Source: an optimization exercise on an open RTL-to-GDS flow (aim: small area, a short achievable clock period and few clock cycles). Production flows keep margins and buffers that such runs may drop. In this exercise RTL edits were held to simulation tests only and were not proved equivalent to the original. No activity file was given, so power comes from the tool's default toggle rates.

== harbor ==
==> flow/design.v <==
module l1ado_core (
    input  wire        clk,
    input  wire        rst,         
    input  wire        ld_we,
    input  wire [7:0]  ld_addr,
    input  wire [7:0]  ld_data,
    input  wire [7:0]  mem_raddr,
    output wire [7:0]  mem_rdata,
    input  wire        start,
    input  wire [7:0]  start_pc,
    input  wire        cap_en,
    input  wire [15:0] cap,
    output wire        busy,
    output wire        done,
    output wire [1:0]  reason,      
    output wire [7:0]  pc,
    output wire [7:0]  acc,
    output wire [15:0] icount,
    output wire        in_req,
    input  wire        in_valid,
    input  wire [7:0]  in_data,
    output wire        out_valid,
    output wire [7:0]  out_data
);
    localparam [1:0] R_HALTED = 2'd1, R_CAPPED = 2'd2, R_FAULT = 2'd3;
    reg [2047:0] mem;
    function [7:0] alu;
        input [1:0] m;
        input [7:0] x, y;
        case (m)
            2'd0: alu = x + y;
            2'd1: alu = x - y;
            default: alu = ~(x & y);
        endcase
    endfunction
    function is_op;
        input [7:0] o;
        case (o)
            8'h00, 8'h10, 8'h11, 8'h12, 8'h20, 8'h21, 8'h22,
            8'h40, 8'h41, 8'h48, 8'h49, 8'h60, 8'h61, 8'h62,
            8'hC0, 8'hC1, 8'hC8, 8'hC9, 8'hE0, 8'hE1, 8'hE2: is_op = 1'b1;
            default: is_op = 1'b0;
        endcase
    endfunction
    reg        busy_r, done_r;
    reg [1:0]  reason_r;
    reg [7:0]  a_r;
    reg [15:0] icnt, capm1;
    reg        cap_en_r, cap0_r;
    reg [7:0]  fa_r;
    reg        iv_r;           
    reg [7:0]  op_r, k_r;
    reg        ind2_r;         
    reg        hit_r;          
    reg        pt_v;
    reg [7:0]  pt_tag, pt_val;
    wire e_imm  = ~op_r[6] & ~op_r[4];                   
    wire e_jmp  = op_r[4];                               
    wire e_ind  = op_r[7];
    wire e_st   = op_r[3];                               
    wire e_in   = op_r[3] & op_r[0];                     
    wire e_out  = op_r[6] & ~op_r[5] & ~op_r[3] & op_r[0];   
    wire e_wa   = ~op_r[4] & ~op_r[3] & ~(op_r[6] & ~op_r[5] & op_r[0]);  
    wire e_ok   = is_op(op_r);
    wire e_cond = (op_r[1:0] == 2'd0) | (op_r[0] & a_r[7]) | (op_r[1] & (a_r == 8'd0));
    wire e_tk   = e_jmp & e_cond;
    wire e_first = e_ind & ~ind2_r & ~hit_r;             
    wire e_wait  = e_in & ~in_valid & ~e_first;
    wire e_act   = busy_r & iv_r & ~cap0_r & e_ok;
    wire e_fin   = e_act & ~e_first & ~e_wait;           
    wire early   = e_act & e_tk & (k_r == 8'd0);
    wire run     = busy_r & ~early;                      
    reg  [1023:0] mem_e, mem_o;
    integer bi;
    always @(*)
        for (bi = 0; bi < 128; bi = bi + 1) begin
            mem_e[bi*8 +: 8] = mem[(2*bi)*8 +: 8];
            mem_o[bi*8 +: 8] = mem[(2*bi+1)*8 +: 8];
        end
    wire       f_rd = iv_r & e_tk;                  
    wire [7:0] fa_c = ~run ? start_pc : f_rd ? k_r : fa_r;
    wire [6:0] fe_c = fa_c[7:1] + {6'd0, fa_c[0]};  
    wire [7:0] b_e, b_o;
    l1ado_rd128 u_rde (.d(mem_e), .a(fe_c),      .y(b_e));
    l1ado_rd128 u_rdo (.d(mem_o), .a(fa_c[7:1]), .y(b_o));
    wire [7:0] op_f = fa_c[0] ? b_o : b_e;
    wire [7:0] k_f  = fa_c[0] ? b_e : b_o;
    wire [7:0] ea   = hit_r ? pt_val : k_r;          
    wire [7:0] pa   = ~run ? mem_raddr : ea;
    wire [7:0] mc;
    l1ado_rd256 u_rdc (.d(mem), .a(pa), .y(mc));
    wire [7:0] src   = e_imm ? k_r : mc;
    wire [7:0] a_new = op_r[5] ? alu(op_r[1:0], a_r, src) : src;
    wire [7:0] npc   = e_tk ? k_r : fa_r;
    wire       cap_last = cap_en_r & (icnt == capm1);
    wire       stop_h = e_fin & (npc == 8'd0);
    wire       stop_c = e_fin & ~stop_h & cap_last;
    wire       stop_f = busy_r & iv_r & ~cap0_r & ~e_ok;
    wire       stop   = stop_h | stop_c | stop_f | (busy_r & cap0_r);
    wire [7:0] w_addr = ~run ? ld_addr : ea;
    wire [7:0] w_data = ~run ? ld_data : (e_in ? in_data : a_r);
    wire       w_ex   = e_act & e_st & ~e_first & ~e_wait;
    wire       w_en   = (~run & ld_we) | w_ex;
    wire       f_hit  = w_ex & ((ea == fa_r) | (ea == fa_r + 8'd1));
    wire       adv    = busy_r & ~stop & ~f_hit & (~iv_r | e_fin);
    integer wi;
    always @(posedge clk) begin
        for (wi = 0; wi < 256; wi = wi + 1)
            if (w_en && w_addr == wi) mem[wi*8 +: 8] <= w_data;
    end
    always @(posedge clk) begin
        if (rst) begin
            busy_r  <= 1'b0;
            done_r  <= 1'b0;
        end else if (!busy_r || (early && start)) begin
            if (start) begin
                busy_r     <= 1'b1;
                done_r     <= 1'b0;
                iv_r     <= 1'b1;
                op_r     <= op_f;
                k_r      <= k_f;
                hit_r    <= 1'b0;
                pt_v     <= 1'b0;
                fa_r     <= fa_c + 8'd2;
                ind2_r   <= 1'b0;
                a_r      <= 8'd0;
                icnt     <= 16'd0;
                capm1    <= cap - 16'd1;
                cap_en_r <= cap_en;
                cap0_r   <= cap_en & (cap == 16'd0);
            end
        end else begin
            if (e_act) begin
                if (e_wa & ~e_first) a_r <= a_new;
                if (e_first) begin
                    ind2_r <= 1'b1;
                    k_r    <= mc;
                    pt_v   <= 1'b1;
                    pt_tag <= k_r;
                    pt_val <= mc;
                end
            end
            if (e_fin) begin
                icnt   <= icnt + 16'd1;
                ind2_r <= 1'b0;
                iv_r   <= 1'b0;
            end
            if (w_ex && w_addr == pt_tag) pt_val <= w_data;
            if (adv) begin
                iv_r   <= 1'b1;
                op_r   <= op_f;
                k_r    <= k_f;
                hit_r  <= pt_v & (k_f == pt_tag) & op_f[7];
                fa_r   <= fa_c + 8'd2;
            end
            if (stop) begin
                if (stop_h) reason_r <= R_HALTED;
                else if (stop_f) reason_r <= R_FAULT;
                else reason_r <= R_CAPPED;
                if (stop_f) fa_r <= fa_r - 8'd1;
                else if (cap0_r) fa_r <= fa_r - 8'd2;
                else fa_r <= npc;
                busy_r <= 1'b0;
                done_r <= 1'b1;
            end
        end
    end
    assign mem_rdata = mc;
    assign busy      = run;
    assign done      = done_r | early;
    assign reason    = early ? R_HALTED : reason_r;
    assign pc        = early ? 8'd0 : fa_r;
    assign acc       = a_r;
    assign icount    = early ? icnt + 16'd1 : icnt;
    assign in_req    = e_act & e_in & ~e_first;
    assign out_valid = e_act & e_out & ~e_first;
    assign out_data  = mc;
endmodule
module l1ado_rd128 (
    input  wire [1023:0] d,
    input  wire [6:0]    a,
    output wire [7:0]    y
);
    wire [511:0] l1;
    wire [127:0] l2;
    wire [31:0]  l3;
    genvar i;
    generate
        for (i = 0; i < 64; i = i + 1) begin : g1
            assign l1[i*8 +: 8] = a[0] ? d[(2*i+1)*8 +: 8] : d[(2*i)*8 +: 8];
        end
        for (i = 0; i < 16; i = i + 1) begin : g2
            assign l2[i*8 +: 8] = l1[(4*i + a[2:1])*8 +: 8];
        end
        for (i = 0; i < 4; i = i + 1) begin : g3
            assign l3[i*8 +: 8] = l2[(4*i + a[4:3])*8 +: 8];
        end
    endgenerate
    assign y = l3[a[6:5]*8 +: 8];
endmodule
module l1ado_rd256 (
    input  wire [2047:0] d,
    input  wire [7:0]    a,
    output wire [7:0]    y
);
    wire [511:0] l1;
    wire [127:0] l2;
    wire [31:0]  l3;
    genvar i;
    generate
        for (i = 0; i < 64; i = i + 1) begin : g1
            assign l1[i*8 +: 8] = d[(4*i + a[1:0])*8 +: 8];
        end
        for (i = 0; i < 16; i = i + 1) begin : g2
            assign l2[i*8 +: 8] = l1[(4*i + a[3:2])*8 +: 8];
        end
        for (i = 0; i < 4; i = i + 1) begin : g3
            assign l3[i*8 +: 8] = l2[(4*i + a[5:4])*8 +: 8];
        end
    endgenerate
    assign y = l3[a[7:6]*8 +: 8];
endmodule
export LEC_CHECK = 0
export CAP_MARGIN = 20
export CORE_MARGIN = 2
export CORE_UTILIZATION = 40
export CTS_CLUSTER_DIAMETER = 60
export CTS_CLUSTER_SIZE = 40
export SETUP_SLACK_MARGIN = 3
export SLEW_MARGIN = 20
export SYNTH_HIERARCHICAL = 1
create_clock -name core_clock -period 10.0 [get_ports {clk}]
standard.sh (not shown) runs the stock make flow with config.mk's settings and CLKGATE_MAP_FILE= SYNTH_SCRIPT=/design/flow/synth_recipe.tcl, a recipe that flattens the netlist after the stock synthesis.
==> flow/flow/run.sh <==
#!/bin/bash
# The standard layout, with clock tree synthesis told not to add dummy
# loads to balance the tree. Everything else is the standard flow.
set -euo pipefail
export CTS_ARGS="-sink_clustering_enable -repair_clock_nets -sink_clustering_size 40 -sink_clustering_max_diameter 60 -dont_use_dummy_load"
bash standard.sh > standard.log 2>&1
Testbench counts of harbor, summed over its fixed seeds: cycles 29,221.
### harbor -> fjord
diff --git a/flow/design.v b/flow/design.v
--- a/flow/design.v
+++ b/flow/design.v
@@ -49,12 +49,13 @@
     reg        cap_en_r, cap0_r;
     reg [7:0]  fa_r;
     reg        iv_r;           
     reg [7:0]  op_r, k_r;
     reg        ind2_r;         
     reg        hit_r;          
+    reg        jz_r;           
     reg        pt_v;
     reg [7:0]  pt_tag, pt_val;
     wire e_imm  = ~op_r[6] & ~op_r[4];                   
     wire e_jmp  = op_r[4];                               
     wire e_ind  = op_r[7];
     wire e_st   = op_r[3];                               
@@ -65,13 +66,13 @@
     wire e_cond = (op_r[1:0] == 2'd0) | (op_r[0] & a_r[7]) | (op_r[1] & (a_r == 8'd0));
     wire e_tk   = e_jmp & e_cond;
     wire e_first = e_ind & ~ind2_r & ~hit_r;             
     wire e_wait  = e_in & ~in_valid & ~e_first;
     wire e_act   = busy_r & iv_r & ~cap0_r & e_ok;
     wire e_fin   = e_act & ~e_first & ~e_wait;           
-    wire early   = e_act & e_tk & (k_r == 8'd0);
+    wire early   = busy_r & iv_r & ~cap0_r & jz_r;
     wire run     = busy_r & ~early;                      
     reg  [1023:0] mem_e, mem_o;
     integer bi;
     always @(*)
         for (bi = 0; bi < 128; bi = bi + 1) begin
             mem_e[bi*8 +: 8] = mem[(2*bi)*8 +: 8];
@@ -117,12 +118,13 @@
                 busy_r     <= 1'b1;
                 done_r     <= 1'b0;
                 iv_r     <= 1'b1;
                 op_r     <= op_f;
                 k_r      <= k_f;
                 hit_r    <= 1'b0;
+                jz_r     <= (op_f == 8'h10) & (k_f == 8'h00);
                 pt_v     <= 1'b0;
                 fa_r     <= fa_c + 8'd2;
                 ind2_r   <= 1'b0;
                 a_r      <= 8'd0;
                 icnt     <= 16'd0;
                 capm1    <= cap - 16'd1;
@@ -148,12 +150,13 @@
             if (w_ex && w_addr == pt_tag) pt_val <= w_data;
             if (adv) begin
                 iv_r   <= 1'b1;
                 op_r   <= op_f;
                 k_r    <= k_f;
                 hit_r  <= pt_v & (k_f == pt_tag) & op_f[7];
+                jz_r   <= (op_f == 8'h10) & (k_f == 8'h00);
                 fa_r   <= fa_c + 8'd2;
             end
             if (stop) begin
                 if (stop_h) reason_r <= R_HALTED;
                 else if (stop_f) reason_r <= R_FAULT;
                 else reason_r <= R_CAPPED;
Results
Row number of standard cells in the layout, taps in and fillers out: fjord lower / harbor higher
Die area essentially unchanged between fjord and harbor.
Switching part of the total: fjord vs harbor up 0.26 points
On wire length, fjord does worse than harbor.
From harbor to fjord the numbers moved as follows: first-iteration DRC count lost 634, clock buffer and inverter area fraction after layout has remained practically unchanged, internal power of the cells climbed about 1%.
The multi-input gate count reported for fjord is smaller than that of harbor by 49.
Relative to harbor, the power of fjord is higher by about 1.4%.
On all-layer global routing usage, harbor and fjord are neck and neck.
Looking at clock power, fjord sits about 0.9% higher than harbor does.
~same compound-gate portion of the synthesized area in harbor and fjord
In terms of floorplan die width, harbor and fjord differ only marginally.
Testbench counts of fjord, summed over its fixed seeds: cycles 29,223.

## what the ideal ports hide
In the flow no input, the clock included, has a driving cell. The finished layouts below were timed again as built, in two steps. Step 1 (the two cells are an assumption about what drives the block):
set clk [get_ports {clk}]
set_driving_cell -lib_cell sky130_fd_sc_hd__clkbuf_16 $clk
set_driving_cell -lib_cell sky130_fd_sc_hd__buf_2 [delete_from_list [all_inputs] $clk]
Step 2 moves the port delays by t, midway between the first and last clock arrival at a register: inputs arrive t later, outputs are due t later. That takes back most of the time a late clock gives input paths. a / b / c = no drivers / after step 1 / after step 2; a / b = the first two.
run	t, ns	setup slack, ns	hold WS [ns]	worst register clock-pin slew, ns
harbor	0.920	2.141 / 2.049 / 1.763	0.454 / 0.454 / 0.454	0.12 / 0.12
fjord	0.927	2.869 / 2.836 / 2.241	0.454 / 0.454 / 0.454	0.11 / 0.11
After both steps every run listed still meets setup and hold. For fjord, which loses most, drivers alone change the setup slack by -0.033 ns; drivers and shift together by -0.628 ns.
